From an optimization exercise on the open Yosys and OpenROAD flow, aimed at small area, a short achievable clock period and few clock cycles; shortcuts taken in it are not production practice.
Function was not checked in any run shown here: the RTL went through the layout flow alone.
Power and IR drop assume default switching activity.

<file path="design.v">
module dither_mono #(
    parameter W = 32
) (
    input  wire        clk,
    input  wire        rst,
    input  wire        in_valid,
    output wire        in_ready,
    input  wire [15:0] in_pixel,
    input  wire        in_sof,
    input  wire [7:0]  cfg_thr,
    input  wire        cfg_dither,
    output wire        out_valid,
    input  wire        out_ready,
    output wire [7:0]  out_byte
);
    function [5:0] q7_off(input [6:0] s);
        case (s)
        7'd0: q7_off = 6'd0;
        7'd1: q7_off = 6'd0;
        7'd2: q7_off = 6'd0;
        7'd3: q7_off = 6'd1;
        7'd4: q7_off = 6'd1;
        7'd5: q7_off = 6'd2;
        7'd6: q7_off = 6'd2;
        7'd7: q7_off = 6'd3;
        7'd8: q7_off = 6'd3;
        7'd9: q7_off = 6'd3;
        7'd10: q7_off = 6'd4;
        7'd11: q7_off = 6'd4;
        7'd12: q7_off = 6'd5;
        7'd13: q7_off = 6'd5;
        7'd14: q7_off = 6'd6;
        7'd15: q7_off = 6'd6;
        7'd16: q7_off = 6'd7;
        7'd17: q7_off = 6'd7;
        7'd18: q7_off = 6'd7;
        7'd19: q7_off = 6'd8;
        7'd20: q7_off = 6'd8;
        7'd21: q7_off = 6'd9;
        7'd22: q7_off = 6'd9;
        7'd23: q7_off = 6'd10;
        7'd24: q7_off = 6'd10;
        7'd25: q7_off = 6'd10;
        7'd26: q7_off = 6'd11;
        7'd27: q7_off = 6'd11;
        7'd28: q7_off = 6'd12;
        7'd29: q7_off = 6'd12;
        7'd30: q7_off = 6'd13;
        7'd31: q7_off = 6'd13;
        7'd32: q7_off = 6'd14;
        7'd33: q7_off = 6'd14;
        7'd34: q7_off = 6'd14;
        7'd35: q7_off = 6'd15;
        7'd36: q7_off = 6'd15;
        7'd37: q7_off = 6'd16;
        7'd38: q7_off = 6'd16;
        7'd39: q7_off = 6'd17;
        7'd40: q7_off = 6'd17;
        7'd41: q7_off = 6'd17;
        7'd42: q7_off = 6'd18;
        7'd43: q7_off = 6'd18;
        7'd44: q7_off = 6'd19;
        7'd45: q7_off = 6'd19;
        7'd46: q7_off = 6'd20;
        7'd47: q7_off = 6'd20;
        7'd48: q7_off = 6'd21;
        7'd49: q7_off = 6'd21;
        7'd50: q7_off = 6'd21;
        7'd51: q7_off = 6'd22;
        7'd52: q7_off = 6'd22;
        7'd53: q7_off = 6'd23;
        7'd54: q7_off = 6'd23;
        7'd55: q7_off = 6'd24;
        7'd56: q7_off = 6'd24;
        7'd57: q7_off = 6'd24;
        7'd58: q7_off = 6'd25;
        7'd59: q7_off = 6'd25;
        7'd60: q7_off = 6'd26;
        7'd61: q7_off = 6'd26;
        7'd62: q7_off = 6'd27;
        7'd63: q7_off = 6'd27;
        7'd64: q7_off = 6'd36;
        7'd65: q7_off = 6'd36;
        7'd66: q7_off = 6'd36;
        7'd67: q7_off = 6'd37;
        7'd68: q7_off = 6'd37;
        7'd69: q7_off = 6'd38;
        7'd70: q7_off = 6'd38;
        7'd71: q7_off = 6'd39;
        7'd72: q7_off = 6'd39;
        7'd73: q7_off = 6'd39;
        7'd74: q7_off = 6'd40;
        7'd75: q7_off = 6'd40;
        7'd76: q7_off = 6'd41;
        7'd77: q7_off = 6'd41;
        7'd78: q7_off = 6'd42;
        7'd79: q7_off = 6'd42;
        7'd80: q7_off = 6'd43;
        7'd81: q7_off = 6'd43;
        7'd82: q7_off = 6'd43;
        7'd83: q7_off = 6'd44;
        7'd84: q7_off = 6'd44;
        7'd85: q7_off = 6'd45;
        7'd86: q7_off = 6'd45;
        7'd87: q7_off = 6'd46;
        7'd88: q7_off = 6'd46;
        7'd89: q7_off = 6'd46;
        7'd90: q7_off = 6'd47;
        7'd91: q7_off = 6'd47;
        7'd92: q7_off = 6'd48;
        7'd93: q7_off = 6'd48;
        7'd94: q7_off = 6'd49;
        7'd95: q7_off = 6'd49;
        7'd96: q7_off = 6'd50;
        7'd97: q7_off = 6'd50;
        7'd98: q7_off = 6'd50;
        7'd99: q7_off = 6'd51;
        7'd100: q7_off = 6'd51;
        7'd101: q7_off = 6'd52;
        7'd102: q7_off = 6'd52;
        7'd103: q7_off = 6'd53;
        7'd104: q7_off = 6'd53;
        7'd105: q7_off = 6'd53;
        7'd106: q7_off = 6'd54;
        7'd107: q7_off = 6'd54;
        7'd108: q7_off = 6'd55;
        7'd109: q7_off = 6'd55;
        7'd110: q7_off = 6'd56;
        7'd111: q7_off = 6'd56;
        7'd112: q7_off = 6'd57;
        7'd113: q7_off = 6'd57;
        7'd114: q7_off = 6'd57;
        7'd115: q7_off = 6'd58;
        7'd116: q7_off = 6'd58;
        7'd117: q7_off = 6'd59;
        7'd118: q7_off = 6'd59;
        7'd119: q7_off = 6'd60;
        7'd120: q7_off = 6'd60;
        7'd121: q7_off = 6'd60;
        7'd122: q7_off = 6'd61;
        7'd123: q7_off = 6'd61;
        7'd124: q7_off = 6'd62;
        7'd125: q7_off = 6'd62;
        7'd126: q7_off = 6'd63;
        7'd127: q7_off = 6'd63;
        endcase
    endfunction
    function [5:0] q7_on(input [6:0] s);
        case (s)
        7'd0: q7_on = 6'd36;
        7'd1: q7_on = 6'd36;
        7'd2: q7_on = 6'd37;
        7'd3: q7_on = 6'd37;
        7'd4: q7_on = 6'd38;
        7'd5: q7_on = 6'd38;
        7'd6: q7_on = 6'd39;
        7'd7: q7_on = 6'd39;
        7'd8: q7_on = 6'd39;
        7'd9: q7_on = 6'd40;
        7'd10: q7_on = 6'd40;
        7'd11: q7_on = 6'd41;
        7'd12: q7_on = 6'd41;
        7'd13: q7_on = 6'd42;
        7'd14: q7_on = 6'd42;
        7'd15: q7_on = 6'd43;
        7'd16: q7_on = 6'd43;
        7'd17: q7_on = 6'd43;
        7'd18: q7_on = 6'd44;
        7'd19: q7_on = 6'd44;
        7'd20: q7_on = 6'd45;
        7'd21: q7_on = 6'd45;
        7'd22: q7_on = 6'd46;
        7'd23: q7_on = 6'd46;
        7'd24: q7_on = 6'd46;
        7'd25: q7_on = 6'd47;
        7'd26: q7_on = 6'd47;
        7'd27: q7_on = 6'd48;
        7'd28: q7_on = 6'd48;
        7'd29: q7_on = 6'd49;
        7'd30: q7_on = 6'd49;
        7'd31: q7_on = 6'd50;
        7'd32: q7_on = 6'd50;
        7'd33: q7_on = 6'd50;
        7'd34: q7_on = 6'd51;
        7'd35: q7_on = 6'd51;
        7'd36: q7_on = 6'd52;
        7'd37: q7_on = 6'd52;
        7'd38: q7_on = 6'd53;
        7'd39: q7_on = 6'd53;
        7'd40: q7_on = 6'd53;
        7'd41: q7_on = 6'd54;
        7'd42: q7_on = 6'd54;
        7'd43: q7_on = 6'd55;
        7'd44: q7_on = 6'd55;
        7'd45: q7_on = 6'd56;
        7'd46: q7_on = 6'd56;
        7'd47: q7_on = 6'd57;
        7'd48: q7_on = 6'd57;
        7'd49: q7_on = 6'd57;
        7'd50: q7_on = 6'd58;
        7'd51: q7_on = 6'd58;
        7'd52: q7_on = 6'd59;
        7'd53: q7_on = 6'd59;
        7'd54: q7_on = 6'd60;
        7'd55: q7_on = 6'd60;
        7'd56: q7_on = 6'd60;
        7'd57: q7_on = 6'd61;
        7'd58: q7_on = 6'd61;
        7'd59: q7_on = 6'd62;
        7'd60: q7_on = 6'd62;
        7'd61: q7_on = 6'd63;
        7'd62: q7_on = 6'd63;
        7'd63: q7_on = 6'd0;
        7'd64: q7_on = 6'd0;
        7'd65: q7_on = 6'd0;
        7'd66: q7_on = 6'd1;
        7'd67: q7_on = 6'd1;
        7'd68: q7_on = 6'd2;
        7'd69: q7_on = 6'd2;
        7'd70: q7_on = 6'd3;
        7'd71: q7_on = 6'd3;
        7'd72: q7_on = 6'd3;
        7'd73: q7_on = 6'd4;
        7'd74: q7_on = 6'd4;
        7'd75: q7_on = 6'd5;
        7'd76: q7_on = 6'd5;
        7'd77: q7_on = 6'd6;
        7'd78: q7_on = 6'd6;
        7'd79: q7_on = 6'd7;
        7'd80: q7_on = 6'd7;
        7'd81: q7_on = 6'd7;
        7'd82: q7_on = 6'd8;
        7'd83: q7_on = 6'd8;
        7'd84: q7_on = 6'd9;
        7'd85: q7_on = 6'd9;
        7'd86: q7_on = 6'd10;
        7'd87: q7_on = 6'd10;
        7'd88: q7_on = 6'd10;
        7'd89: q7_on = 6'd11;
        7'd90: q7_on = 6'd11;
        7'd91: q7_on = 6'd12;
        7'd92: q7_on = 6'd12;
        7'd93: q7_on = 6'd13;
        7'd94: q7_on = 6'd13;
        7'd95: q7_on = 6'd14;
        7'd96: q7_on = 6'd14;
        7'd97: q7_on = 6'd14;
        7'd98: q7_on = 6'd15;
        7'd99: q7_on = 6'd15;
        7'd100: q7_on = 6'd16;
        7'd101: q7_on = 6'd16;
        7'd102: q7_on = 6'd17;
        7'd103: q7_on = 6'd17;
        7'd104: q7_on = 6'd17;
        7'd105: q7_on = 6'd18;
        7'd106: q7_on = 6'd18;
        7'd107: q7_on = 6'd19;
        7'd108: q7_on = 6'd19;
        7'd109: q7_on = 6'd20;
        7'd110: q7_on = 6'd20;
        7'd111: q7_on = 6'd21;
        7'd112: q7_on = 6'd21;
        7'd113: q7_on = 6'd21;
        7'd114: q7_on = 6'd22;
        7'd115: q7_on = 6'd22;
        7'd116: q7_on = 6'd23;
        7'd117: q7_on = 6'd23;
        7'd118: q7_on = 6'd24;
        7'd119: q7_on = 6'd24;
        7'd120: q7_on = 6'd24;
        7'd121: q7_on = 6'd25;
        7'd122: q7_on = 6'd25;
        7'd123: q7_on = 6'd26;
        7'd124: q7_on = 6'd26;
        7'd125: q7_on = 6'd27;
        7'd126: q7_on = 6'd27;
        7'd127: q7_on = 6'd28;
        endcase
    endfunction
    function [5:0] q5_off(input [6:0] s);
        case (s)
        7'd0: q5_off = 6'd0;
        7'd1: q5_off = 6'd0;
        7'd2: q5_off = 6'd0;
        7'd3: q5_off = 6'd0;
        7'd4: q5_off = 6'd1;
        7'd5: q5_off = 6'd1;
        7'd6: q5_off = 6'd1;
        7'd7: q5_off = 6'd2;
        7'd8: q5_off = 6'd2;
        7'd9: q5_off = 6'd2;
        7'd10: q5_off = 6'd3;
        7'd11: q5_off = 6'd3;
        7'd12: q5_off = 6'd3;
        7'd13: q5_off = 6'd4;
        7'd14: q5_off = 6'd4;
        7'd15: q5_off = 6'd4;
        7'd16: q5_off = 6'd5;
        7'd17: q5_off = 6'd5;
        7'd18: q5_off = 6'd5;
        7'd19: q5_off = 6'd5;
        7'd20: q5_off = 6'd6;
        7'd21: q5_off = 6'd6;
        7'd22: q5_off = 6'd6;
        7'd23: q5_off = 6'd7;
        7'd24: q5_off = 6'd7;
        7'd25: q5_off = 6'd7;
        7'd26: q5_off = 6'd8;
        7'd27: q5_off = 6'd8;
        7'd28: q5_off = 6'd8;
        7'd29: q5_off = 6'd9;
        7'd30: q5_off = 6'd9;
        7'd31: q5_off = 6'd9;
        7'd32: q5_off = 6'd10;
        7'd33: q5_off = 6'd10;
        7'd34: q5_off = 6'd10;
        7'd35: q5_off = 6'd10;
        7'd36: q5_off = 6'd11;
        7'd37: q5_off = 6'd11;
        7'd38: q5_off = 6'd11;
        7'd39: q5_off = 6'd12;
        7'd40: q5_off = 6'd12;
        7'd41: q5_off = 6'd12;
        7'd42: q5_off = 6'd13;
        7'd43: q5_off = 6'd13;
        7'd44: q5_off = 6'd13;
        7'd45: q5_off = 6'd14;
        7'd46: q5_off = 6'd14;
        7'd47: q5_off = 6'd14;
        7'd48: q5_off = 6'd15;
        7'd49: q5_off = 6'd15;
        7'd50: q5_off = 6'd15;
        7'd51: q5_off = 6'd15;
        7'd52: q5_off = 6'd16;
        7'd53: q5_off = 6'd16;
        7'd54: q5_off = 6'd16;
        7'd55: q5_off = 6'd17;
        7'd56: q5_off = 6'd17;
        7'd57: q5_off = 6'd17;
        7'd58: q5_off = 6'd18;
        7'd59: q5_off = 6'd18;
        7'd60: q5_off = 6'd18;
        7'd61: q5_off = 6'd19;
        7'd62: q5_off = 6'd19;
        7'd63: q5_off = 6'd19;
        7'd64: q5_off = 6'd44;
        7'd65: q5_off = 6'd44;
        7'd66: q5_off = 6'd44;
        7'd67: q5_off = 6'd44;
        7'd68: q5_off = 6'd45;
        7'd69: q5_off = 6'd45;
        7'd70: q5_off = 6'd45;
        7'd71: q5_off = 6'd46;
        7'd72: q5_off = 6'd46;
        7'd73: q5_off = 6'd46;
        7'd74: q5_off = 6'd47;
        7'd75: q5_off = 6'd47;
        7'd76: q5_off = 6'd47;
        7'd77: q5_off = 6'd48;
        7'd78: q5_off = 6'd48;
        7'd79: q5_off = 6'd48;
        7'd80: q5_off = 6'd49;
        7'd81: q5_off = 6'd49;
        7'd82: q5_off = 6'd49;
        7'd83: q5_off = 6'd49;
        7'd84: q5_off = 6'd50;
        7'd85: q5_off = 6'd50;
        7'd86: q5_off = 6'd50;
        7'd87: q5_off = 6'd51;
        7'd88: q5_off = 6'd51;
        7'd89: q5_off = 6'd51;
        7'd90: q5_off = 6'd52;
        7'd91: q5_off = 6'd52;
        7'd92: q5_off = 6'd52;
        7'd93: q5_off = 6'd53;
        7'd94: q5_off = 6'd53;
        7'd95: q5_off = 6'd53;
        7'd96: q5_off = 6'd54;
        7'd97: q5_off = 6'd54;
        7'd98: q5_off = 6'd54;
        7'd99: q5_off = 6'd54;
        7'd100: q5_off = 6'd55;
        7'd101: q5_off = 6'd55;
        7'd102: q5_off = 6'd55;
        7'd103: q5_off = 6'd56;
        7'd104: q5_off = 6'd56;
        7'd105: q5_off = 6'd56;
        7'd106: q5_off = 6'd57;
        7'd107: q5_off = 6'd57;
        7'd108: q5_off = 6'd57;
        7'd109: q5_off = 6'd58;
        7'd110: q5_off = 6'd58;
        7'd111: q5_off = 6'd58;
        7'd112: q5_off = 6'd59;
        7'd113: q5_off = 6'd59;
        7'd114: q5_off = 6'd59;
        7'd115: q5_off = 6'd59;
        7'd116: q5_off = 6'd60;
        7'd117: q5_off = 6'd60;
        7'd118: q5_off = 6'd60;
        7'd119: q5_off = 6'd61;
        7'd120: q5_off = 6'd61;
        7'd121: q5_off = 6'd61;
        7'd122: q5_off = 6'd62;
        7'd123: q5_off = 6'd62;
        7'd124: q5_off = 6'd62;
        7'd125: q5_off = 6'd63;
        7'd126: q5_off = 6'd63;
        7'd127: q5_off = 6'd63;
        endcase
    endfunction
    function [5:0] q5_on(input [6:0] s);
        case (s)
        7'd0: q5_on = 6'd44;
        7'd1: q5_on = 6'd44;
        7'd2: q5_on = 6'd44;
        7'd3: q5_on = 6'd45;
        7'd4: q5_on = 6'd45;
        7'd5: q5_on = 6'd45;
        7'd6: q5_on = 6'd46;
        7'd7: q5_on = 6'd46;
        7'd8: q5_on = 6'd46;
        7'd9: q5_on = 6'd47;
        7'd10: q5_on = 6'd47;
        7'd11: q5_on = 6'd47;
        7'd12: q5_on = 6'd48;
        7'd13: q5_on = 6'd48;
        7'd14: q5_on = 6'd48;
        7'd15: q5_on = 6'd49;
        7'd16: q5_on = 6'd49;
        7'd17: q5_on = 6'd49;
        7'd18: q5_on = 6'd49;
        7'd19: q5_on = 6'd50;
        7'd20: q5_on = 6'd50;
        7'd21: q5_on = 6'd50;
        7'd22: q5_on = 6'd51;
        7'd23: q5_on = 6'd51;
        7'd24: q5_on = 6'd51;
        7'd25: q5_on = 6'd52;
        7'd26: q5_on = 6'd52;
        7'd27: q5_on = 6'd52;
        7'd28: q5_on = 6'd53;
        7'd29: q5_on = 6'd53;
        7'd30: q5_on = 6'd53;
        7'd31: q5_on = 6'd54;
        7'd32: q5_on = 6'd54;
        7'd33: q5_on = 6'd54;
        7'd34: q5_on = 6'd54;
        7'd35: q5_on = 6'd55;
        7'd36: q5_on = 6'd55;
        7'd37: q5_on = 6'd55;
        7'd38: q5_on = 6'd56;
        7'd39: q5_on = 6'd56;
        7'd40: q5_on = 6'd56;
        7'd41: q5_on = 6'd57;
        7'd42: q5_on = 6'd57;
        7'd43: q5_on = 6'd57;
        7'd44: q5_on = 6'd58;
        7'd45: q5_on = 6'd58;
        7'd46: q5_on = 6'd58;
        7'd47: q5_on = 6'd59;
        7'd48: q5_on = 6'd59;
        7'd49: q5_on = 6'd59;
        7'd50: q5_on = 6'd59;
        7'd51: q5_on = 6'd60;
        7'd52: q5_on = 6'd60;
        7'd53: q5_on = 6'd60;
        7'd54: q5_on = 6'd61;
        7'd55: q5_on = 6'd61;
        7'd56: q5_on = 6'd61;
        7'd57: q5_on = 6'd62;
        7'd58: q5_on = 6'd62;
        7'd59: q5_on = 6'd62;
        7'd60: q5_on = 6'd63;
        7'd61: q5_on = 6'd63;
        7'd62: q5_on = 6'd63;
        7'd63: q5_on = 6'd0;
        7'd64: q5_on = 6'd0;
        7'd65: q5_on = 6'd0;
        7'd66: q5_on = 6'd0;
        7'd67: q5_on = 6'd1;
        7'd68: q5_on = 6'd1;
        7'd69: q5_on = 6'd1;
        7'd70: q5_on = 6'd2;
        7'd71: q5_on = 6'd2;
        7'd72: q5_on = 6'd2;
        7'd73: q5_on = 6'd3;
        7'd74: q5_on = 6'd3;
        7'd75: q5_on = 6'd3;
        7'd76: q5_on = 6'd4;
        7'd77: q5_on = 6'd4;
        7'd78: q5_on = 6'd4;
        7'd79: q5_on = 6'd5;
        7'd80: q5_on = 6'd5;
        7'd81: q5_on = 6'd5;
        7'd82: q5_on = 6'd5;
        7'd83: q5_on = 6'd6;
        7'd84: q5_on = 6'd6;
        7'd85: q5_on = 6'd6;
        7'd86: q5_on = 6'd7;
        7'd87: q5_on = 6'd7;
        7'd88: q5_on = 6'd7;
        7'd89: q5_on = 6'd8;
        7'd90: q5_on = 6'd8;
        7'd91: q5_on = 6'd8;
        7'd92: q5_on = 6'd9;
        7'd93: q5_on = 6'd9;
        7'd94: q5_on = 6'd9;
        7'd95: q5_on = 6'd10;
        7'd96: q5_on = 6'd10;
        7'd97: q5_on = 6'd10;
        7'd98: q5_on = 6'd10;
        7'd99: q5_on = 6'd11;
        7'd100: q5_on = 6'd11;
        7'd101: q5_on = 6'd11;
        7'd102: q5_on = 6'd12;
        7'd103: q5_on = 6'd12;
        7'd104: q5_on = 6'd12;
        7'd105: q5_on = 6'd13;
        7'd106: q5_on = 6'd13;
        7'd107: q5_on = 6'd13;
        7'd108: q5_on = 6'd14;
        7'd109: q5_on = 6'd14;
        7'd110: q5_on = 6'd14;
        7'd111: q5_on = 6'd15;
        7'd112: q5_on = 6'd15;
        7'd113: q5_on = 6'd15;
        7'd114: q5_on = 6'd15;
        7'd115: q5_on = 6'd16;
        7'd116: q5_on = 6'd16;
        7'd117: q5_on = 6'd16;
        7'd118: q5_on = 6'd17;
        7'd119: q5_on = 6'd17;
        7'd120: q5_on = 6'd17;
        7'd121: q5_on = 6'd18;
        7'd122: q5_on = 6'd18;
        7'd123: q5_on = 6'd18;
        7'd124: q5_on = 6'd19;
        7'd125: q5_on = 6'd19;
        7'd126: q5_on = 6'd19;
        7'd127: q5_on = 6'd20;
        endcase
    endfunction
    function [4:0] q3_off(input [6:0] s);
        case (s)
        7'd0: q3_off = 5'd0;
        7'd1: q3_off = 5'd0;
        7'd2: q3_off = 5'd0;
        7'd3: q3_off = 5'd0;
        7'd4: q3_off = 5'd0;
        7'd5: q3_off = 5'd0;
        7'd6: q3_off = 5'd1;
        7'd7: q3_off = 5'd1;
        7'd8: q3_off = 5'd1;
        7'd9: q3_off = 5'd1;
        7'd10: q3_off = 5'd1;
        7'd11: q3_off = 5'd2;
        7'd12: q3_off = 5'd2;
        7'd13: q3_off = 5'd2;
        7'd14: q3_off = 5'd2;
        7'd15: q3_off = 5'd2;
        7'd16: q3_off = 5'd3;
        7'd17: q3_off = 5'd3;
        7'd18: q3_off = 5'd3;
        7'd19: q3_off = 5'd3;
        7'd20: q3_off = 5'd3;
        7'd21: q3_off = 5'd3;
        7'd22: q3_off = 5'd4;
        7'd23: q3_off = 5'd4;
        7'd24: q3_off = 5'd4;
        7'd25: q3_off = 5'd4;
        7'd26: q3_off = 5'd4;
        7'd27: q3_off = 5'd5;
        7'd28: q3_off = 5'd5;
        7'd29: q3_off = 5'd5;
        7'd30: q3_off = 5'd5;
        7'd31: q3_off = 5'd5;
        7'd32: q3_off = 5'd6;
        7'd33: q3_off = 5'd6;
        7'd34: q3_off = 5'd6;
        7'd35: q3_off = 5'd6;
        7'd36: q3_off = 5'd6;
        7'd37: q3_off = 5'd6;
        7'd38: q3_off = 5'd7;
        7'd39: q3_off = 5'd7;
        7'd40: q3_off = 5'd7;
        7'd41: q3_off = 5'd7;
        7'd42: q3_off = 5'd7;
        7'd43: q3_off = 5'd8;
        7'd44: q3_off = 5'd8;
        7'd45: q3_off = 5'd8;
        7'd46: q3_off = 5'd8;
        7'd47: q3_off = 5'd8;
        7'd48: q3_off = 5'd9;
        7'd49: q3_off = 5'd9;
        7'd50: q3_off = 5'd9;
        7'd51: q3_off = 5'd9;
        7'd52: q3_off = 5'd9;
        7'd53: q3_off = 5'd9;
        7'd54: q3_off = 5'd10;
        7'd55: q3_off = 5'd10;
        7'd56: q3_off = 5'd10;
        7'd57: q3_off = 5'd10;
        7'd58: q3_off = 5'd10;
        7'd59: q3_off = 5'd11;
        7'd60: q3_off = 5'd11;
        7'd61: q3_off = 5'd11;
        7'd62: q3_off = 5'd11;
        7'd63: q3_off = 5'd11;
        7'd64: q3_off = 5'd20;
        7'd65: q3_off = 5'd20;
        7'd66: q3_off = 5'd20;
        7'd67: q3_off = 5'd20;
        7'd68: q3_off = 5'd20;
        7'd69: q3_off = 5'd20;
        7'd70: q3_off = 5'd21;
        7'd71: q3_off = 5'd21;
        7'd72: q3_off = 5'd21;
        7'd73: q3_off = 5'd21;
        7'd74: q3_off = 5'd21;
        7'd75: q3_off = 5'd22;
        7'd76: q3_off = 5'd22;
        7'd77: q3_off = 5'd22;
        7'd78: q3_off = 5'd22;
        7'd79: q3_off = 5'd22;
        7'd80: q3_off = 5'd23;
        7'd81: q3_off = 5'd23;
        7'd82: q3_off = 5'd23;
        7'd83: q3_off = 5'd23;
        7'd84: q3_off = 5'd23;
        7'd85: q3_off = 5'd23;
        7'd86: q3_off = 5'd24;
        7'd87: q3_off = 5'd24;
        7'd88: q3_off = 5'd24;
        7'd89: q3_off = 5'd24;
        7'd90: q3_off = 5'd24;
        7'd91: q3_off = 5'd25;
        7'd92: q3_off = 5'd25;
        7'd93: q3_off = 5'd25;
        7'd94: q3_off = 5'd25;
        7'd95: q3_off = 5'd25;
        7'd96: q3_off = 5'd26;
        7'd97: q3_off = 5'd26;
        7'd98: q3_off = 5'd26;
        7'd99: q3_off = 5'd26;
        7'd100: q3_off = 5'd26;
        7'd101: q3_off = 5'd26;
        7'd102: q3_off = 5'd27;
        7'd103: q3_off = 5'd27;
        7'd104: q3_off = 5'd27;
        7'd105: q3_off = 5'd27;
        7'd106: q3_off = 5'd27;
        7'd107: q3_off = 5'd28;
        7'd108: q3_off = 5'd28;
        7'd109: q3_off = 5'd28;
        7'd110: q3_off = 5'd28;
        7'd111: q3_off = 5'd28;
        7'd112: q3_off = 5'd29;
        7'd113: q3_off = 5'd29;
        7'd114: q3_off = 5'd29;
        7'd115: q3_off = 5'd29;
        7'd116: q3_off = 5'd29;
        7'd117: q3_off = 5'd29;
        7'd118: q3_off = 5'd30;
        7'd119: q3_off = 5'd30;
        7'd120: q3_off = 5'd30;
        7'd121: q3_off = 5'd30;
        7'd122: q3_off = 5'd30;
        7'd123: q3_off = 5'd31;
        7'd124: q3_off = 5'd31;
        7'd125: q3_off = 5'd31;
        7'd126: q3_off = 5'd31;
        7'd127: q3_off = 5'd31;
        endcase
    endfunction
    function [4:0] q3_on(input [6:0] s);
        case (s)
        7'd0: q3_on = 5'd20;
        7'd1: q3_on = 5'd20;
        7'd2: q3_on = 5'd20;
        7'd3: q3_on = 5'd20;
        7'd4: q3_on = 5'd20;
        7'd5: q3_on = 5'd21;
        7'd6: q3_on = 5'd21;
        7'd7: q3_on = 5'd21;
        7'd8: q3_on = 5'd21;
        7'd9: q3_on = 5'd21;
        7'd10: q3_on = 5'd22;
        7'd11: q3_on = 5'd22;
        7'd12: q3_on = 5'd22;
        7'd13: q3_on = 5'd22;
        7'd14: q3_on = 5'd22;
        7'd15: q3_on = 5'd23;
        7'd16: q3_on = 5'd23;
        7'd17: q3_on = 5'd23;
        7'd18: q3_on = 5'd23;
        7'd19: q3_on = 5'd23;
        7'd20: q3_on = 5'd23;
        7'd21: q3_on = 5'd24;
        7'd22: q3_on = 5'd24;
        7'd23: q3_on = 5'd24;
        7'd24: q3_on = 5'd24;
        7'd25: q3_on = 5'd24;
        7'd26: q3_on = 5'd25;
        7'd27: q3_on = 5'd25;
        7'd28: q3_on = 5'd25;
        7'd29: q3_on = 5'd25;
        7'd30: q3_on = 5'd25;
        7'd31: q3_on = 5'd26;
        7'd32: q3_on = 5'd26;
        7'd33: q3_on = 5'd26;
        7'd34: q3_on = 5'd26;
        7'd35: q3_on = 5'd26;
        7'd36: q3_on = 5'd26;
        7'd37: q3_on = 5'd27;
        7'd38: q3_on = 5'd27;
        7'd39: q3_on = 5'd27;
        7'd40: q3_on = 5'd27;
        7'd41: q3_on = 5'd27;
        7'd42: q3_on = 5'd28;
        7'd43: q3_on = 5'd28;
        7'd44: q3_on = 5'd28;
        7'd45: q3_on = 5'd28;
        7'd46: q3_on = 5'd28;
        7'd47: q3_on = 5'd29;
        7'd48: q3_on = 5'd29;
        7'd49: q3_on = 5'd29;
        7'd50: q3_on = 5'd29;
        7'd51: q3_on = 5'd29;
        7'd52: q3_on = 5'd29;
        7'd53: q3_on = 5'd30;
        7'd54: q3_on = 5'd30;
        7'd55: q3_on = 5'd30;
        7'd56: q3_on = 5'd30;
        7'd57: q3_on = 5'd30;
        7'd58: q3_on = 5'd31;
        7'd59: q3_on = 5'd31;
        7'd60: q3_on = 5'd31;
        7'd61: q3_on = 5'd31;
        7'd62: q3_on = 5'd31;
        7'd63: q3_on = 5'd0;
        7'd64: q3_on = 5'd0;
        7'd65: q3_on = 5'd0;
        7'd66: q3_on = 5'd0;
        7'd67: q3_on = 5'd0;
        7'd68: q3_on = 5'd0;
        7'd69: q3_on = 5'd1;
        7'd70: q3_on = 5'd1;
        7'd71: q3_on = 5'd1;
        7'd72: q3_on = 5'd1;
        7'd73: q3_on = 5'd1;
        7'd74: q3_on = 5'd2;
        7'd75: q3_on = 5'd2;
        7'd76: q3_on = 5'd2;
        7'd77: q3_on = 5'd2;
        7'd78: q3_on = 5'd2;
        7'd79: q3_on = 5'd3;
        7'd80: q3_on = 5'd3;
        7'd81: q3_on = 5'd3;
        7'd82: q3_on = 5'd3;
        7'd83: q3_on = 5'd3;
        7'd84: q3_on = 5'd3;
        7'd85: q3_on = 5'd4;
        7'd86: q3_on = 5'd4;
        7'd87: q3_on = 5'd4;
        7'd88: q3_on = 5'd4;
        7'd89: q3_on = 5'd4;
        7'd90: q3_on = 5'd5;
        7'd91: q3_on = 5'd5;
        7'd92: q3_on = 5'd5;
        7'd93: q3_on = 5'd5;
        7'd94: q3_on = 5'd5;
        7'd95: q3_on = 5'd6;
        7'd96: q3_on = 5'd6;
        7'd97: q3_on = 5'd6;
        7'd98: q3_on = 5'd6;
        7'd99: q3_on = 5'd6;
        7'd100: q3_on = 5'd6;
        7'd101: q3_on = 5'd7;
        7'd102: q3_on = 5'd7;
        7'd103: q3_on = 5'd7;
        7'd104: q3_on = 5'd7;
        7'd105: q3_on = 5'd7;
        7'd106: q3_on = 5'd8;
        7'd107: q3_on = 5'd8;
        7'd108: q3_on = 5'd8;
        7'd109: q3_on = 5'd8;
        7'd110: q3_on = 5'd8;
        7'd111: q3_on = 5'd9;
        7'd112: q3_on = 5'd9;
        7'd113: q3_on = 5'd9;
        7'd114: q3_on = 5'd9;
        7'd115: q3_on = 5'd9;
        7'd116: q3_on = 5'd9;
        7'd117: q3_on = 5'd10;
        7'd118: q3_on = 5'd10;
        7'd119: q3_on = 5'd10;
        7'd120: q3_on = 5'd10;
        7'd121: q3_on = 5'd10;
        7'd122: q3_on = 5'd11;
        7'd123: q3_on = 5'd11;
        7'd124: q3_on = 5'd11;
        7'd125: q3_on = 5'd11;
        7'd126: q3_on = 5'd11;
        7'd127: q3_on = 5'd12;
        endcase
    endfunction
    function [3:0] q1_off(input [6:0] s);
        case (s)
        7'd0: q1_off = 4'd0;
        7'd1: q1_off = 4'd1;
        7'd2: q1_off = 4'd2;
        7'd3: q1_off = 4'd2;
        7'd4: q1_off = 4'd2;
        7'd5: q1_off = 4'd2;
        7'd6: q1_off = 4'd2;
        7'd7: q1_off = 4'd1;
        7'd8: q1_off = 4'd2;
        7'd9: q1_off = 4'd3;
        7'd10: q1_off = 4'd2;
        7'd11: q1_off = 4'd2;
        7'd12: q1_off = 4'd2;
        7'd13: q1_off = 4'd2;
        7'd14: q1_off = 4'd2;
        7'd15: q1_off = 4'd3;
        7'd16: q1_off = 4'd1;
        7'd17: q1_off = 4'd2;
        7'd18: q1_off = 4'd3;
        7'd19: q1_off = 4'd3;
        7'd20: q1_off = 4'd3;
        7'd21: q1_off = 4'd3;
        7'd22: q1_off = 4'd3;
        7'd23: q1_off = 4'd2;
        7'd24: q1_off = 4'd3;
        7'd25: q1_off = 4'd4;
        7'd26: q1_off = 4'd3;
        7'd27: q1_off = 4'd3;
        7'd28: q1_off = 4'd3;
        7'd29: q1_off = 4'd3;
        7'd30: q1_off = 4'd3;
        7'd31: q1_off = 4'd4;
        7'd32: q1_off = 4'd2;
        7'd33: q1_off = 4'd3;
        7'd34: q1_off = 4'd4;
        7'd35: q1_off = 4'd4;
        7'd36: q1_off = 4'd4;
        7'd37: q1_off = 4'd4;
        7'd38: q1_off = 4'd4;
        7'd39: q1_off = 4'd3;
        7'd40: q1_off = 4'd4;
        7'd41: q1_off = 4'd5;
        7'd42: q1_off = 4'd4;
        7'd43: q1_off = 4'd4;
        7'd44: q1_off = 4'd4;
        7'd45: q1_off = 4'd4;
        7'd46: q1_off = 4'd4;
        7'd47: q1_off = 4'd5;
        7'd48: q1_off = 4'd3;
        7'd49: q1_off = 4'd4;
        7'd50: q1_off = 4'd5;
        7'd51: q1_off = 4'd5;
        7'd52: q1_off = 4'd5;
        7'd53: q1_off = 4'd5;
        7'd54: q1_off = 4'd5;
        7'd55: q1_off = 4'd4;
        7'd56: q1_off = 4'd5;
        7'd57: q1_off = 4'd6;
        7'd58: q1_off = 4'd5;
        7'd59: q1_off = 4'd5;
        7'd60: q1_off = 4'd5;
        7'd61: q1_off = 4'd5;
        7'd62: q1_off = 4'd5;
        7'd63: q1_off = 4'd6;
        7'd64: q1_off = 4'd12;
        7'd65: q1_off = 4'd13;
        7'd66: q1_off = 4'd14;
        7'd67: q1_off = 4'd14;
        7'd68: q1_off = 4'd14;
        7'd69: q1_off = 4'd14;
        7'd70: q1_off = 4'd14;
        7'd71: q1_off = 4'd13;
        7'd72: q1_off = 4'd14;
        7'd73: q1_off = 4'd15;
        7'd74: q1_off = 4'd14;
        7'd75: q1_off = 4'd14;
        7'd76: q1_off = 4'd14;
        7'd77: q1_off = 4'd14;
        7'd78: q1_off = 4'd14;
        7'd79: q1_off = 4'd15;
        7'd80: q1_off = 4'd13;
        7'd81: q1_off = 4'd14;
        7'd82: q1_off = 4'd15;
        7'd83: q1_off = 4'd15;
        7'd84: q1_off = 4'd15;
        7'd85: q1_off = 4'd15;
        7'd86: q1_off = 4'd15;
        7'd87: q1_off = 4'd14;
        7'd88: q1_off = 4'd15;
        7'd89: q1_off = 4'd0;
        7'd90: q1_off = 4'd15;
        7'd91: q1_off = 4'd15;
        7'd92: q1_off = 4'd15;
        7'd93: q1_off = 4'd15;
        7'd94: q1_off = 4'd15;
        7'd95: q1_off = 4'd0;
        7'd96: q1_off = 4'd14;
        7'd97: q1_off = 4'd15;
        7'd98: q1_off = 4'd0;
        7'd99: q1_off = 4'd0;
        7'd100: q1_off = 4'd0;
        7'd101: q1_off = 4'd0;
        7'd102: q1_off = 4'd0;
        7'd103: q1_off = 4'd15;
        7'd104: q1_off = 4'd0;
        7'd105: q1_off = 4'd1;
        7'd106: q1_off = 4'd0;
        7'd107: q1_off = 4'd0;
        7'd108: q1_off = 4'd0;
        7'd109: q1_off = 4'd0;
        7'd110: q1_off = 4'd0;
        7'd111: q1_off = 4'd1;
        7'd112: q1_off = 4'd15;
        7'd113: q1_off = 4'd0;
        7'd114: q1_off = 4'd1;
        7'd115: q1_off = 4'd1;
        7'd116: q1_off = 4'd1;
        7'd117: q1_off = 4'd1;
        7'd118: q1_off = 4'd1;
        7'd119: q1_off = 4'd0;
        7'd120: q1_off = 4'd1;
        7'd121: q1_off = 4'd2;
        7'd122: q1_off = 4'd1;
        7'd123: q1_off = 4'd1;
        7'd124: q1_off = 4'd1;
        7'd125: q1_off = 4'd1;
        7'd126: q1_off = 4'd1;
        7'd127: q1_off = 4'd2;
        endcase
    endfunction
    function [3:0] q1_on(input [6:0] s);
        case (s)
        7'd0: q1_on = 4'd13;
        7'd1: q1_on = 4'd14;
        7'd2: q1_on = 4'd14;
        7'd3: q1_on = 4'd14;
        7'd4: q1_on = 4'd14;
        7'd5: q1_on = 4'd14;
        7'd6: q1_on = 4'd13;
        7'd7: q1_on = 4'd14;
        7'd8: q1_on = 4'd15;
        7'd9: q1_on = 4'd14;
        7'd10: q1_on = 4'd14;
        7'd11: q1_on = 4'd14;
        7'd12: q1_on = 4'd14;
        7'd13: q1_on = 4'd14;
        7'd14: q1_on = 4'd15;
        7'd15: q1_on = 4'd13;
        7'd16: q1_on = 4'd14;
        7'd17: q1_on = 4'd15;
        7'd18: q1_on = 4'd15;
        7'd19: q1_on = 4'd15;
        7'd20: q1_on = 4'd15;
        7'd21: q1_on = 4'd15;
        7'd22: q1_on = 4'd14;
        7'd23: q1_on = 4'd15;
        7'd24: q1_on = 4'd0;
        7'd25: q1_on = 4'd15;
        7'd26: q1_on = 4'd15;
        7'd27: q1_on = 4'd15;
        7'd28: q1_on = 4'd15;
        7'd29: q1_on = 4'd15;
        7'd30: q1_on = 4'd0;
        7'd31: q1_on = 4'd14;
        7'd32: q1_on = 4'd15;
        7'd33: q1_on = 4'd0;
        7'd34: q1_on = 4'd0;
        7'd35: q1_on = 4'd0;
        7'd36: q1_on = 4'd0;
        7'd37: q1_on = 4'd0;
        7'd38: q1_on = 4'd15;
        7'd39: q1_on = 4'd0;
        7'd40: q1_on = 4'd1;
        7'd41: q1_on = 4'd0;
        7'd42: q1_on = 4'd0;
        7'd43: q1_on = 4'd0;
        7'd44: q1_on = 4'd0;
        7'd45: q1_on = 4'd0;
        7'd46: q1_on = 4'd1;
        7'd47: q1_on = 4'd15;
        7'd48: q1_on = 4'd0;
        7'd49: q1_on = 4'd1;
        7'd50: q1_on = 4'd1;
        7'd51: q1_on = 4'd1;
        7'd52: q1_on = 4'd1;
        7'd53: q1_on = 4'd1;
        7'd54: q1_on = 4'd0;
        7'd55: q1_on = 4'd1;
        7'd56: q1_on = 4'd2;
        7'd57: q1_on = 4'd1;
        7'd58: q1_on = 4'd1;
        7'd59: q1_on = 4'd1;
        7'd60: q1_on = 4'd1;
        7'd61: q1_on = 4'd1;
        7'd62: q1_on = 4'd2;
        7'd63: q1_on = 4'd0;
        7'd64: q1_on = 4'd1;
        7'd65: q1_on = 4'd2;
        7'd66: q1_on = 4'd2;
        7'd67: q1_on = 4'd2;
        7'd68: q1_on = 4'd2;
        7'd69: q1_on = 4'd2;
        7'd70: q1_on = 4'd1;
        7'd71: q1_on = 4'd2;
        7'd72: q1_on = 4'd3;
        7'd73: q1_on = 4'd2;
        7'd74: q1_on = 4'd2;
        7'd75: q1_on = 4'd2;
        7'd76: q1_on = 4'd2;
        7'd77: q1_on = 4'd2;
        7'd78: q1_on = 4'd3;
        7'd79: q1_on = 4'd1;
        7'd80: q1_on = 4'd2;
        7'd81: q1_on = 4'd3;
        7'd82: q1_on = 4'd3;
        7'd83: q1_on = 4'd3;
        7'd84: q1_on = 4'd3;
        7'd85: q1_on = 4'd3;
        7'd86: q1_on = 4'd2;
        7'd87: q1_on = 4'd3;
        7'd88: q1_on = 4'd4;
        7'd89: q1_on = 4'd3;
        7'd90: q1_on = 4'd3;
        7'd91: q1_on = 4'd3;
        7'd92: q1_on = 4'd3;
        7'd93: q1_on = 4'd3;
        7'd94: q1_on = 4'd4;
        7'd95: q1_on = 4'd2;
        7'd96: q1_on = 4'd3;
        7'd97: q1_on = 4'd4;
        7'd98: q1_on = 4'd4;
        7'd99: q1_on = 4'd4;
        7'd100: q1_on = 4'd4;
        7'd101: q1_on = 4'd4;
        7'd102: q1_on = 4'd3;
        7'd103: q1_on = 4'd4;
        7'd104: q1_on = 4'd5;
        7'd105: q1_on = 4'd4;
        7'd106: q1_on = 4'd4;
        7'd107: q1_on = 4'd4;
        7'd108: q1_on = 4'd4;
        7'd109: q1_on = 4'd4;
        7'd110: q1_on = 4'd5;
        7'd111: q1_on = 4'd3;
        7'd112: q1_on = 4'd4;
        7'd113: q1_on = 4'd5;
        7'd114: q1_on = 4'd5;
        7'd115: q1_on = 4'd5;
        7'd116: q1_on = 4'd5;
        7'd117: q1_on = 4'd5;
        7'd118: q1_on = 4'd4;
        7'd119: q1_on = 4'd5;
        7'd120: q1_on = 4'd6;
        7'd121: q1_on = 4'd5;
        7'd122: q1_on = 4'd5;
        7'd123: q1_on = 4'd5;
        7'd124: q1_on = 4'd5;
        7'd125: q1_on = 4'd5;
        7'd126: q1_on = 4'd6;
        7'd127: q1_on = 4'd4;
        endcase
    endfunction
    function [7:0] ks8(input [7:0] a, input [7:0] b);
        reg [7:0] p, g, pp, gg;
        integer   i, d;
        begin
            p  = a ^ b;
            g  = a & b;
            pp = p;
            gg = g;
            for (d = 1; d < 8; d = d * 2)
                for (i = 7; i >= d; i = i - 1) begin
                    gg[i] = gg[i] | (pp[i] & gg[i-d]);
                    pp[i] = pp[i] & pp[i-d];
                end
            ks8 = p ^ {gg[6:0], 1'b0};
        end
    endfunction
    function [5:0] intensity(input [15:0] p);
        reg [5:0] a, b, c;
        reg       ab, cb, ac;
        begin
            a  = {p[4:0], 1'b0};
            b  = p[10:5];
            c  = {p[15:11], 1'b0};
            ab = a > b;
            cb = c > b;
            ac = p[4:0] > p[15:11];
            if (ac)
                intensity = ab ? a : b;
            else
                intensity = cb ? c : b;
        end
    endfunction
    wire       f1_go, f2_go, x_go;
    wire       pb_wr;
    wire       g_valid_n, fr_valid_n, x_sure_n;
    wire              a_we;
    wire [4:0]        a_wpos;
    wire signed [6:0] a_wdata;
    reg        in_ready_r;
    wire       acc_in = in_valid & in_ready_r;
    assign in_ready = in_ready_r;
    reg [5:0]  pb [0:31];
    reg [5:0]  cnt;           
    reg [5:0]  cr;            
    reg [4:0]  wx;            
    reg        w_wdir;        
    reg        w_rdir;        
    reg        w_odd, w_first, w_dith;
    reg [5:0]  w_t6;
    reg [4:0]  rk;            
    assign     pb_wr    = acc_in;
    wire       w_new    = (wx == 5'd0);
    wire       wdir_eff = w_new ? w_rdir : w_wdir;
    wire [4:0] wp       = wx ^ {5{wdir_eff}};
    wire       w_row    = pb_wr & w_new;
    wire       w_odd_n  = w_row ? (~in_sof & ~w_odd) : w_odd;
    wire       w_first_n = w_row ? in_sof : w_first;
    wire       w_dith_n = (w_row & in_sof) ? cfg_dither : w_dith;
    wire [5:0] w_t6_n   = (w_row & in_sof) ? cfg_thr[7:2] : w_t6;
    wire       w_rdir_n = (w_row & ~in_sof) ? (w_rdir ^ ~w_odd) : w_rdir;
    wire [5:0] cnt_n    = cnt + {5'd0, pb_wr} - {5'd0, f1_go};
    wire       full_n   = (cnt[5] & (pb_wr | ~f1_go)) | ((cnt == 6'd31) & pb_wr & ~f1_go);
    wire       f1_sure_n = ~g_valid_n | ~fr_valid_n | x_sure_n;
    always @(posedge clk) begin
        if (pb_wr)
            pb[wp] <= intensity(in_pixel);
    end
    always @(posedge clk) begin
        if (rst) begin
            in_ready_r <= 1'b1;
            cnt        <= 6'd0;
            cr         <= 6'd0;
            wx         <= 5'd0;
            w_rdir     <= 1'b0;
            w_wdir     <= 1'b0;
            w_odd      <= 1'b1;
        end else begin
            in_ready_r <= ~full_n | f1_sure_n;
            cnt        <= cnt_n;
            cr         <= cr + {5'd0, pb_wr} - {(f1_go & (rk == 5'd31)), 5'd0};
            if (pb_wr)
                wx <= wx + 5'd1;
            if (w_row)
                w_wdir <= w_rdir;
            w_odd   <= w_odd_n;
            w_first <= w_first_n;
            w_dith  <= w_dith_n;
            w_t6    <= w_t6_n;
            w_rdir  <= w_rdir_n;
        end
    end
    reg        rs;            
    reg        r_odd, r_zero, r_dith, r_rdir;
    reg [5:0]  r_t6;
    reg [4:0]  rp_r, fx_r;    
    wire       rs_n   = f1_go ? (rk == 5'd31) : rs;
    wire       f_odd  = r_odd;
    wire       f_zero = r_zero;
    wire       f_dith = r_dith;
    wire [5:0] f_t6   = r_t6;
    wire [4:0] rp     = rp_r;
    wire [4:0] fx     = fx_r;
    wire       avail  = f_odd ? cr[5] : (cnt != 6'd0);
    reg signed [6:0]  el [0:31];   
    wire [5:0]        v      = pb[rp];
    wire signed [6:0] el_rd  = (a_we && a_wpos == fx) ? a_wdata : el[fx];
    reg               g_valid;
    reg [5:0]         g_v;
    reg signed [6:0]  g_tv;        
    reg signed [6:0]  g_el;
    reg [4:0]         g_x;
    reg               g_rs, g_last, g_zero, g_dith, g_odd;
    assign f1_go     = avail & (~g_valid | f2_go);
    assign g_valid_n = f1_go | (g_valid & ~f2_go);
    always @(posedge clk) begin
        if (rst) begin
            rk      <= 5'd0;
            rs      <= 1'b1;
            g_valid <= 1'b0;
        end else begin
            if (f1_go)
                rk <= rk + 5'd1;
            rs <= rs_n;
            if (rs_n) begin
                r_odd  <= w_odd_n;
                r_zero <= w_first_n | ~w_dith_n;
                r_dith <= w_dith_n;
                r_rdir <= w_rdir_n;
                r_t6   <= w_t6_n;
                rp_r   <= {5{w_rdir_n}};
                fx_r   <= {5{w_odd_n}};
            end else if (f1_go) begin
                rp_r <= r_rdir ? rp_r - 5'd1 : rp_r + 5'd1;
                fx_r <= r_odd  ? fx_r - 5'd1 : fx_r + 5'd1;
            end
            g_valid <= g_valid_n;
        end
        if (f1_go) begin
            g_v    <= v;
            g_tv   <= ~ks8({2'b11, ~f_t6}, {2'b00, v});    
            g_el   <= el_rd;
            g_x    <= fx;
            g_rs   <= rs;
            g_last <= (rk == 5'd31);
            g_zero <= f_zero;
            g_dith <= f_dith;
            g_odd  <= f_odd;
        end else if (a_we && a_wpos == g_x) begin
            g_el   <= a_wdata;
        end
    end
    reg               fr_valid;
    reg [6:0]         fr_b0;      
    reg signed [7:0]  fr_t;       
    reg               fr_dith, fr_odd, fr_last, fr_rs;
    reg [4:0]         fr_x;
    reg signed [5:0]  accA;        
    reg signed [3:0]  accB;        
    wire signed [5:0] accA_n;
    wire signed [3:0] accB_n;
    wire              caseA = fr_valid;
    wire signed [6:0] err0  = caseA ? {{3{accB_n[3]}}, accB_n} : {accA_n[5], accA_n};
    wire signed [6:0] errl  = (a_we && a_wpos == g_x) ? a_wdata : g_el;
    wire signed [6:0] err   = g_zero ? 7'sd0 : (g_rs ? err0 : errl);
    wire signed [7:0] base  = ks8({2'b00, g_v}, {err[6], err});
    assign f2_go      = g_valid & (~fr_valid | x_go);
    assign fr_valid_n = f2_go | (fr_valid & ~x_go);
    always @(posedge clk) begin
        if (rst)
            fr_valid <= 1'b0;
        else
            fr_valid <= fr_valid_n;
        if (f2_go) begin
            fr_b0   <= base[6:0];
            fr_t    <= ~ks8(~{g_tv[6], g_tv}, {err[6], err});    
            fr_dith <= g_dith;
            fr_odd  <= g_odd;
            fr_last <= g_last;
            fr_rs   <= g_rs;
            fr_x    <= g_x;
        end
    end
    reg signed [5:0]  carry;
    wire [7:0]        s0w  = ks8({1'b0, fr_b0}, {{2{carry[5]}}, carry});
    wire [6:0]        s0   = s0w[6:0];
    wire              on   = carry > fr_t;
    wire [5:0]        q7   = on ? q7_on(s0) : q7_off(s0);
    wire [5:0]        q5   = on ? q5_on(s0) : q5_off(s0);
    wire              sel_q5 = g_valid & ~g_zero;
    reg  [31:0] dec;
    reg  [3:0]  pend;
    reg  [1:0]  nb;
    reg         ov;
    reg  [7:0]  ob;
    reg         pxg_r;        
    reg         nbx_r;        
    wire        cap       = ~ov & pend[nb];
    wire [1:0]  xg        = fr_x[4:3];
    wire        dec_block = pxg_r & (ov | ~nbx_r);
    wire        bdone     = fr_odd ? (fr_x[2:0] == 3'd0) : (fr_x[2:0] == 3'd7);
    wire [3:0]  pend_n    = (pend & ~(cap ? (4'd1 << nb) : 4'd0))
                          | ((x_go & bdone) ? (4'd1 << xg) : 4'd0);
    wire [1:0]  xg_n      = f2_go ? g_x[4:3] : xg;
    assign x_go = fr_valid & ~dec_block;
    assign x_sure_n = ~pend_n[xg_n] | (~(cap | ov) & (nb + {1'b0, cap} == xg_n));
    reg               er_valid, er_rs;
    reg [4:0]         er_wpos;
    reg signed [4:0]  er_q3;
    reg signed [5:0]  er_q5;
    reg signed [3:0]  er_q1;
    always @(posedge clk) begin
        if (rst) begin
            carry    <= 6'sd0;
            er_valid <= 1'b0;
            pend     <= 4'd0;
            pxg_r    <= 1'b0;
            nbx_r    <= 1'b0;
            nb       <= 2'd0;
            ov       <= 1'b0;
        end else begin
            if (x_go) begin
                if (fr_last | ~fr_dith)
                    carry <= (fr_last & sel_q5) ? q5 : 6'sd0;
                else
                    carry <= q7;
            end
            er_valid <= x_go;
            pend <= pend_n;
            pxg_r <= pend_n[xg_n];
            nbx_r <= (nb + {1'b0, cap} == xg_n);
            if (cap)
                nb <= nb + 2'd1;
            ov <= cap | (ov & ~out_ready);
        end
        if (x_go) begin
            dec[fr_x] <= on;
            er_rs     <= fr_rs;
            er_wpos   <= fr_odd ? fr_x + 5'd1 : fr_x - 5'd1;
            er_q3     <= on ? q3_on(s0) : q3_off(s0);
            er_q5     <= q5;
            er_q1     <= on ? q1_on(s0) : q1_off(s0);
        end
        if (cap)
            ob <= dec[nb*8 +: 8];
    end
    assign out_valid = ov;
    assign out_byte  = ob;
    assign a_we    = er_valid & ~er_rs;
    assign a_wpos  = er_wpos;
    wire [7:0] a_sum3 = ks8({{2{accA[5]}}, accA}, {{3{er_q3[4]}}, er_q3});
    wire [7:0] a_sum5 = ks8({{4{accB[3]}}, accB}, {{2{er_q5[5]}}, er_q5});
    assign a_wdata = a_sum3[6:0];
    assign accA_n  = er_valid ? (er_rs ? er_q5 : a_sum5[5:0]) : accA;
    assign accB_n  = er_valid ? er_q1 : accB;
    always @(posedge clk) begin
        accA <= accA_n;
        accB <= accB_n;
        if (a_we)
            el[a_wpos] <= a_wdata;
    end
endmodule
</file>
<file path="flow/run.sh">
#!/bin/bash
# The standard layout, with every port buffered by a buf_4 instead of the
# default port buffer, and timing repair aiming for more setup slack than
# the clock period needs.
set -euo pipefail
export BUFFER_PORTS_ARGS="-buffer_cell sky130_fd_sc_hd__buf_4"
export SETUP_SLACK_MARGIN=9.6
bash standard.sh finish > flow_make.log 2>&1
</file>
<file path="standard.sh">
#!/bin/bash
# synth_recipe.tcl (not shown) runs the flow's synth.tcl, then flattens the netlist and writes it again
# the make line also repeats each setting of config.mk as NAME=value (left out here)
make -C /OpenROAD-flow-scripts/flow DESIGN_CONFIG=/design/flow/config.mk WORK_HOME=/design/flow/orfs CLKGATE_MAP_FILE= SYNTH_SCRIPT=/design/flow/synth_recipe.tcl "${@:-finish}"
</file>
<file path="config.mk">
export PLATFORM = sky130hd
export DESIGN_NAME = dither_mono
export DESIGN_NICKNAME = dither_mono
export VERILOG_FILES = /design/flow/design.v
export SDC_FILE = /design/flow/constraint.sdc
export NUM_CORES = 4
export LEC_CHECK = 0
export CAP_MARGIN = 20
export CORE_MARGIN = 2
export CORE_UTILIZATION = 60
export CTS_CLUSTER_DIAMETER = 60
export CTS_CLUSTER_SIZE = 25
export PLACE_DENSITY = 0.7
export SLEW_MARGIN = 20
</file>
<file path="constraint.sdc">
create_clock -name core_clock -period 13.0 [get_ports {clk}]
set_input_delay 2.6000 -clock core_clock [delete_from_list [all_inputs] [get_ports {clk}]]
set_output_delay 2.6000 -clock core_clock [all_outputs]
set_load 0.01 [all_outputs]
</file>
==> results of run 1 <==
[final cells by class]
| cell class | count | area [µm²] |
|---|---|---|
| Clock inverter | 34 | 551 |
| Multi-Input combinational cell | 1290 | 12300 |
| Antenna cell | 2 | 5.00 |
| Timing Repair Buffer | 167 | 1850 |
| Inverter | 109 | 447 |
| Tap cell | 664 | 831 |
| Sequential cell | 623 | 18000 |
| Fill cell | 3180 | 13800 |
| Clock buffer | 43 | 1080 |
[worst max-delay path by stage]
stage | from | endpoint | slack, ns | cells past startpoint
6_report | in_pixel[12] | pb[22][3] | 8.62 | 13
5_1_grt | in_pixel[9] | pb[30][3] | 8.58 | 11
4_1_cts | in_pixel[12] | pb[8][2] | 8.71 | 13
3_5_place_dp | in_pixel[12] | pb[16][4] | 7.34 | 11
3_3_place_gp | in_pixel[12] | pb[16][4] | 7.46 | 11
2_1_floorplan | in_pixel[12] | pb[0][4] | 8.17 | 10
[metrics by stage]
stage	worst slack, ns	cells	util [%]	total power [mW]	hold slack (ns)
2_1_floorplan	8.17	2118	-	5.67	0.400
3_3_place_gp	7.46	2727	63.6	6.58	0.408
3_5_place_dp	7.34	2727	63.6	6.69	0.406
4_1_cts	8.71	2883	69.9	8.63	0.425
5_1_grt	8.58	2932	71.7	9.35	0.430
6_report	8.62	2932	71.7	8.92	0.430
[state kept, by name, indices dropped and copies added, names as in the netlist, 7 cells and up, named ones only]
| register | cells |
|---|---|
| el | 224 |
| pb | 192 |
| dec | 32 |
| fr_t | 8 |
| ob | 8 |
| fr_b0 | 7 |
| g_el | 7 |
| g_tv | 7 |
[worst max-delay path: stages]
cell and delay (ns):
buf_12 0.11, inv_12 0.03, ha_4 0.22, nor2b_4 0.11
o21a_1 0.16, o21ai_1 0.14, a21oi_1 0.08, o22a_2 0.22
buf_6 0.13, o311a_4 0.15, buf_6 0.14, a221o_2 0.43
clkbuf_16 0.20
[metal layers]
| layer | wire length (µm) | up-vias | global-route usage, % | part of all wire (%) |
|---|---|---|---|---|
| li1 | - | 8403 | - | - |
| met3 | 5930 | 153 | 6.04 | 8.0 |
| met1 | 30300 | 9483 | 40.2 | 41 |
| met4 | 2400 | 0 | 9.66 | 3.2 |
| met5 | 0 | - | 0 | 0 |
| met2 | 35500 | 850 | 45.1 | 48 |
[repair_timing]
action,4_1_cts,5_1_grt
buffers inserted,59,40
resized for setup,158,86
gates cloned,20,6
endpoints found under the hold margin,0,0
setup endpoints to repair,447,442
pin swaps,45,57
hold buffers,0,0
[cells in the final DEF (no fill, tap or decap), drive strengths merged, types with 48 or more instances in the layout]
cell type	netlist	routed
edfxtp	551	551
nor2	176	178
buf	38	161
mux4	140	140
nand2	130	131
inv	107	121
a21oi	114	114
ha	107	107
o21ai	89	89
dfxtp	72	72
clkbuf	73	49
xnor2	48	48
[power groups by stage]
stage	Clock (mW)	Combinational (mW)	Sequential (mW)
3_3_place_gp	0	3.47	3.11
6_report	1.56	4.29	3.07
4_1_cts	1.58	3.98	3.07
5_1_grt	1.64	4.60	3.10
2_1_floorplan	0	2.73	2.94
3_5_place_dp	0	3.57	3.12
[kinds of logic (layout without fill, tap and decap cells)]
kind of cell               Yosys count  in the layout
xor gates and xnor gates            72             72
adders and majority gates          117            117
and+or+nand+nor                    487            494
AOI/OAI and AO/OA                  396            404
DFF                                623            623
buffers and inverters              220            353
other                                0              2
muxes                              203            203
==> summary.md, run 1 <==
| Metric | Value |
|---|---|
| Post-DP HPWL | ~43 mm |
| IO Count | 40 |
| Synth top area share | 55.7% |
| # DRC | 0 |
| Worst-path fanout max | 8 |
| Crit end category | register |
| Final wirelength | about 74 mm |
| Reg2reg setup slack | roughly 9.6 ns |
| Synthesized Nets | 2265 |
| Hold Vio Cnt, Final | 0 |
| Core area | 48800 µm² |
| Combinational share of power | 48.1% |
| H-tree depth | 2 |
| Syn Std Cell Area | 29700 µm² |
| Worst hold start | g_odd |
| Syn Inst Count | about 2100 |
| Worst reg2reg path endpoint | fr_t[7] |
| Status | finished clean |
| Register-to-Register Path Depth | 17 |
| Pwr per Cell Area | ~250 nW/µm² |
| Layout cells sized above 1 | approximately 29% |
| GP Congestion | 0.887 |
| Slew margin rel. | 29.2% |
| Sequential-to-total area share from yosys stat | just over 60% |
| CTS tree | yes |
| RSZ-0062 raised after global routing | yes |
| Sequential share of power | 34.4% |
| Fin crit share | around a third |
| Post-synthesis cell type count | 83 |
| Post-synthesis mux area share | around 13% |
| Hold Crit Depth | 0 |
| Max Clock Freq | ~0.23 GHz |
| Worst vdd ir | 0.184 mV |
| Pre-Repair DR Iteration Count | 6 |
| Starting Density | between 60% and 70% |
| Hold Path Class | reg -> reg |
| Final setup TNS | 0 ns |
| Int Pwr | 5.40 mW |
| Via/cell ratio | around 6.4 |
| Largest net degree at the start of global routing | 57 |
| Post-Place Cell Area | roughly 31000 µm² |
| Syn_area_per_cell | 14.0 µm² |
| Worst Skew | roughly 0.029 ns |
| Row cnt | 81 |
| Asr flop ratio synth | 0% |
| Hold worst-path end | fr_odd |
| Ys Warns | 1 |
| Number of synthesized flops with an enable pin | 551 |
| First-pass GRT wire length | 109 mm |
| FF+latch count, synth | 623 |
| Static leakage power | 12.1 nW |
| Post-route cell area | ~35000 µm² |
| Longest Clk Path Bufs | 3 |
| Largest family of logic cells by synthesized area | multiplexers |
| Ranking of synthesized cells by area | edfxtp_1 56%, mux4_2 11%, dfxtp_1 4.9% |
| Crit Reg-Reg Startpoint | er_q5[0] |
| Port Buf Inserts | 37 |
| Die ar. | 51300 µm² |
| Switching power total | 3.52 mW |
| Post-synthesis simple-gate area fraction | 7.55% |
| Die W | between 200 and 250 µm |
| Most frequent cell after synthesis | edfxtp_1 |
| Critical path required time | 13.36 ns |
| Compound-Gate Fraction of Synth Area | approximately 9% |
| Post-Synth XOR/XNOR Area | 2.15% |
| Max Cap Violations | 0 |
| Routed wire per std cell | 25.3 µm |
| Sw Ratio | 39.5% |
| Post-synth top cells | 551 x edfxtp_1, 176 x nor2_1, 140 x mux4_2 |
| WS Path Type | in -> reg |
| Clock latency on the worst-skew pair | 0.61 ns |
| Setup-failing EPs final | 0 |
| Routed via count | 18889 |
| Arr. time, crit path | 4.73 ns |
| Largest area contributor in the netlist | edfxtp_1 |
| Root buffer cell | clkbuf_16 |
| Clk network pwr share | 17.5% |
| Worst slew pin tran | 1.06 ns |
| Startpoint types | primary input |
| Vias in the first global route | roughly 18000 |
| Die Span Y | 226 µm |
| Slew Limit Fails | 0 |
| Clk sinks | just over 600 |
| Minimum period implied by the final worst setup slack | 4.38 ns |
| Dominant synthesized flop cell | edfxtp_1 |
| Post-Synth Adder-Cell Area | around 5.2% |
| Clock-pin transition on the worst setup and hold timing paths | 0.09 ns |
| GRT Overall Usage | 28.7% |
| Initial antenna violation count | 2 |
| TritonCTS Buffers | 43 |
| Final net count | 2381 |
| Grt ovf | 0 |
| P&R area growth vs syn | 18.0% |
| Starting DRT DRC Count | 2116 |
| DRT antenna net count | 0 |
==> run 2: changes to the inputs <==
--- a/flow/run.sh
+++ b/flow/run.sh
@@ -4,5 +4,5 @@
 # the clock period needs.
 set -euo pipefail
 export BUFFER_PORTS_ARGS="-buffer_cell sky130_fd_sc_hd__buf_4"
-export SETUP_SLACK_MARGIN=9.6
+export SETUP_SLACK_MARGIN=10.0
 bash standard.sh finish > flow_make.log 2>&1
==> run 2 against run 1 <==
  * Synthesized cell count unchanged
  * Design area up 4.8%
  * Hold slack worse by 0.0055 ns
  * Maximum frequency up 2.5%
  * Worst setup slack better by 0.11 ns
  * Combinational power up 21%
  * Clock skew down 0.0057 ns
  * Die area unchanged
==> summary.md, run 2 <==
| Metric | Value |
|---|---|
| Status | finished clean |
| CTS tree | yes |
| Hold Vio Cnt, Final | 0 |
| Post-synthesis cell type count | slightly above 80 |
| Setup slack after layout | 8.73 ns |
| Pre-Repair DR Iteration Count | 8 |
| Post-synthesis mux area share | 12.9% |
| Cell count after placement | 2724 |
| Post-Synth Adder-Cell Area | 5.18% |
| Critical-path top delay cell | a221o_2 |
| Clock latency on the worst-skew pair | 0.61 ns |
| Setup-failing EPs final | 0 |
| Crit end category | register |
| Final setup TNS | 0 ns |
| Starting Density | 60.8% |
| Ys Warns | 1 |
| Sequential-to-total area share from yosys stat | 60.6% |
| Worst reg2reg path endpoint | g_tv[5] |
| Pwr per Cell Area | 263 nW/µm² |
| Die W | 226 µm |
| Fin crit share | 32.8% |
| Post-DP HPWL | 44.0 mm |
| Synth top area share | 55.7% |
| Startpoint types | primary input |
| Post-Synth XOR/XNOR Area | 2.15% |
| Syn Std Cell Area | 29700 µm² |
| Worst slew pin tran | ~1.1 ns |
| Die ar. | 51300 µm² |
| Static leakage power | 12.8 nW |
| Grt ovf | 0 |
| Hold worst-path end | g_dith |
| Largest net degree at the start of global routing | 57 |
| Routed via count | 19782 |
| Worst vdd ir | 0.184 mV |
| Crit-path cells | buf_4 > inv_1 > ha_1 > o21ai_1 > a21oi_1 > o22a_2 > nor3_4 > buf_6 > buf_6 > nor3_4 > a221o_2 |
| Commonest non-fill, non-tap cell in the layout | edfxtp_1 |
| Worst-path fanout max | 8 |
| Fillers | 2950 |
| Clock-pin transition on the worst setup and hold timing paths | 0.09 ns |
| Hold Crit Depth | 0 |
| Post-synthesis simple-gate area fraction | 7.55% |
| Via/cell ratio | around 6.5 |
| Critical Path Max Stage Delay | ~0.44 ns |
| Core area | 48800 µm² |
| Largest family of logic cells by synthesized area | multiplexers |
| Final wirelength | 78.4 mm |
| Area occupied by multi-input gates | 13200 µm² |
| Biggest register | el |
| Register-to-Register Path Depth | 11 |
| Critical path required time | 13.31 ns |
| Most frequent cells in the layout | 551 x edfxtp_1, 165 x buf_4, 140 x mux4_2 |
| Die Span Y | 226 µm |
| Syn_area_per_cell | between 10 and 15 µm² |
| Root buffer cell | clkbuf_16 |
| TritonCTS Buffers | 41 |
| Compound-Gate Fraction of Synth Area | 8.74% |
| Arr. time, crit path | 4.58 ns |
| # DRC | 0 |
| GRT Overall Usage | 30.7% |
| P&R area growth vs syn | 23.6% |
| DRT antenna net count | 0 |
| Starting DRT DRC Count | 2448 |
| Slew margin rel. | around a quarter |
| Largest area contributor in the netlist | edfxtp_1 |
| Row cnt | 81 |
| Longest Clk Path Bufs | 3 |
| Ranking of synthesized cells by area | edfxtp_1 56%, mux4_2 11%, dfxtp_1 4.9% |
| Max reg flops | 224 |
| Most frequent cell after synthesis | edfxtp_1 |
| FF+latch count, synth | 623 |
| Port Buf Inserts | 37 |
| Hold Path Class | reg -> reg |
| Fin cells | 3046 |
| Max Clock Freq | 0.234 GHz |
| IO Count | 40 |
| Post-synth top cells | 551 x edfxtp_1, 176 x nor2_1, 140 x mux4_2 |
| Number of synthesized flops with an enable pin | 551 |
| Max Cap Violations | 0 |
| Asr flop ratio synth | 0% |
| Vias in the first global route | 19358 |
| RSZ-0062 raised after global routing | yes |
| FF+latch area | 18000 µm² |
| Syn Inst Count | ~2100 |
| Worst hold start | r_dith |
| Top Registers | el: 224 flops, pb: 192 flops, dec: 32 flops |
| Setup WS pre-CTS | 7.40 ns |
| Worst Skew | 0.0228 ns |
| Initial antenna violation count | 0 |
| Routed wire per std cell | between 20 and 30 µm |
| Synthesized Nets | 2265 |
| Slew Limit Fails | 0 |
| Minimum period implied by the final worst setup slack | 4.27 ns |
| CTS Hold Bufs | 0 |
| Layout cells sized above 1 | 36.5% |
| Final net count | 2496 |
| First-pass GRT wire length | roughly 120 mm |
| WS Path Type | in -> reg |
| GP Congestion | 0.887 |
| Dominant synthesized flop cell | edfxtp_1 |
| Clk sinks | 623 |
| Antenna cells | 0 |
| Power Total | 9.67 mW |
| H-tree depth | 2 |
| Reg2reg setup slack | between 9 and 10 ns |
-- run 2: worst max-delay path: cells and delay by family --
kind | cells | cell delay [ns]
fa+ha+maj | 1 | 0.31
simple gates | 2 | 0.24
buf+inv | 4 | 0.60
compound gates | 4 | 0.82
-- run 2: how the worst max path moves through the flow --
stage,startpoint,end,slack (ns),depth (start not counted)
2_1_floorplan,in_pixel[12],pb[0][4],8.17,10
3_5_place_dp,in_pixel[12],pb[17][4],7.40,11
4_1_cts,in_pixel[12],pb[30][5],8.70,13
3_3_place_gp,in_pixel[12],pb[20][4],7.48,11
6_report,in_pixel[14],pb[6][3],8.73,11
5_1_grt,in_pixel[12],pb[30][5],8.71,13
-- run 2: layout make-up --
| type | count | share of cell area, % |
|---|---|---|
| Tap cell | 664 | 2.26 |
| Clock buffer | 45 | 2.84 |
| Multi-Input combinational cell | 1301 | 36.0 |
| Timing Repair Buffer | 273 | 7.54 |
| Inverter | 109 | 1.24 |
| Sequential cell | 623 | 49.1 |
| Clock inverter | 31 | 0.992 |
-- run 2: cells by family (layout without fill, tap and decap cells) --
| family | Yosys count | count (layout) |
|---|---|---|
| fa+ha+maj | 117 | 117 |
| xor+xnor | 72 | 75 |
| mux | 203 | 203 |
| compound gates | 396 | 409 |
| buf+inv | 220 | 458 |
| simple gates | 487 | 497 |
| flops | 623 | 623 |
-- run 2: timing repair --
action / CTS / global route
setup endpoints to repair: 534 / 523
buffers inserted: 165 / 47
pin swaps: 136 / 90
endpoints found under the hold margin: 0 / 0
gates resized for setup: 270 / 142
gates cloned: 32 / 1
-- run 2: metal layers --
| metal | vias to the layer above | part of all wire, % | track usage [%] | wire, µm |
|---|---|---|---|---|
| li1 | 8665 | - | - | - |
| met1 | 9876 | 40 | 43.0 | 31300 |
| met2 | 1014 | 47 | 49.1 | 37200 |
| met3 | 227 | 8.7 | 5.59 | 6850 |
| met4 | 0 | 3.9 | 9.87 | 3040 |
| met5 | - | 0 | 0 | 0 |
-- run 2: power breakdown --
part	switching [mW]	leakage (nW)	internal, mW	total [mW]
Clock	0.761	0.685	0.632	1.39
Sequential	0.259	5.62	2.82	3.08
Combinational	2.89	6.51	2.31	5.20
-- run 2: stage by stage --
stage,util [%],hold WS [ns],instance area [µm²]
2_1_floorplan,-,0.400,30700
3_3_place_gp,64.0,0.403,31300
3_5_place_dp,64.0,0.406,31300
4_1_cts,73.0,0.425,35700
5_1_grt,75.1,0.434,36700
6_report,75.1,0.424,36700

separate check: timing with driven ports:
Ports are ideal in the flow. The routed layouts listed here were re-timed in OpenROAD. Step 1, drivers: a clkbuf_16 drives clk and a buf_2 each remaining input, both assumed. Step 2 moves the port delays by t, midway between the first and last clock arrival at a register: inputs arrive t later, outputs are due t later. That takes back most of the time a late clock gives input paths. Slacks: ideal ports / drivers / drivers and shift; pairs: ideal ports / drivers.
| run | t, ns | setup slack, ns | worst setup path after step 2 | clock arrival spread, ns |
|---|---|---|---|---|
| run 1 | 0.652 | 8.623 / 8.605 / 7.953 | input to register | 0.030 / 0.030 |
| run 2 | 0.663 | 8.730 / 8.727 / 8.064 | input to register | 0.025 / 0.025 |
After both steps every run listed still meets setup and hold. For run 1, which loses most, drivers alone change the setup slack by -0.018 ns; drivers and shift together by -0.670 ns.
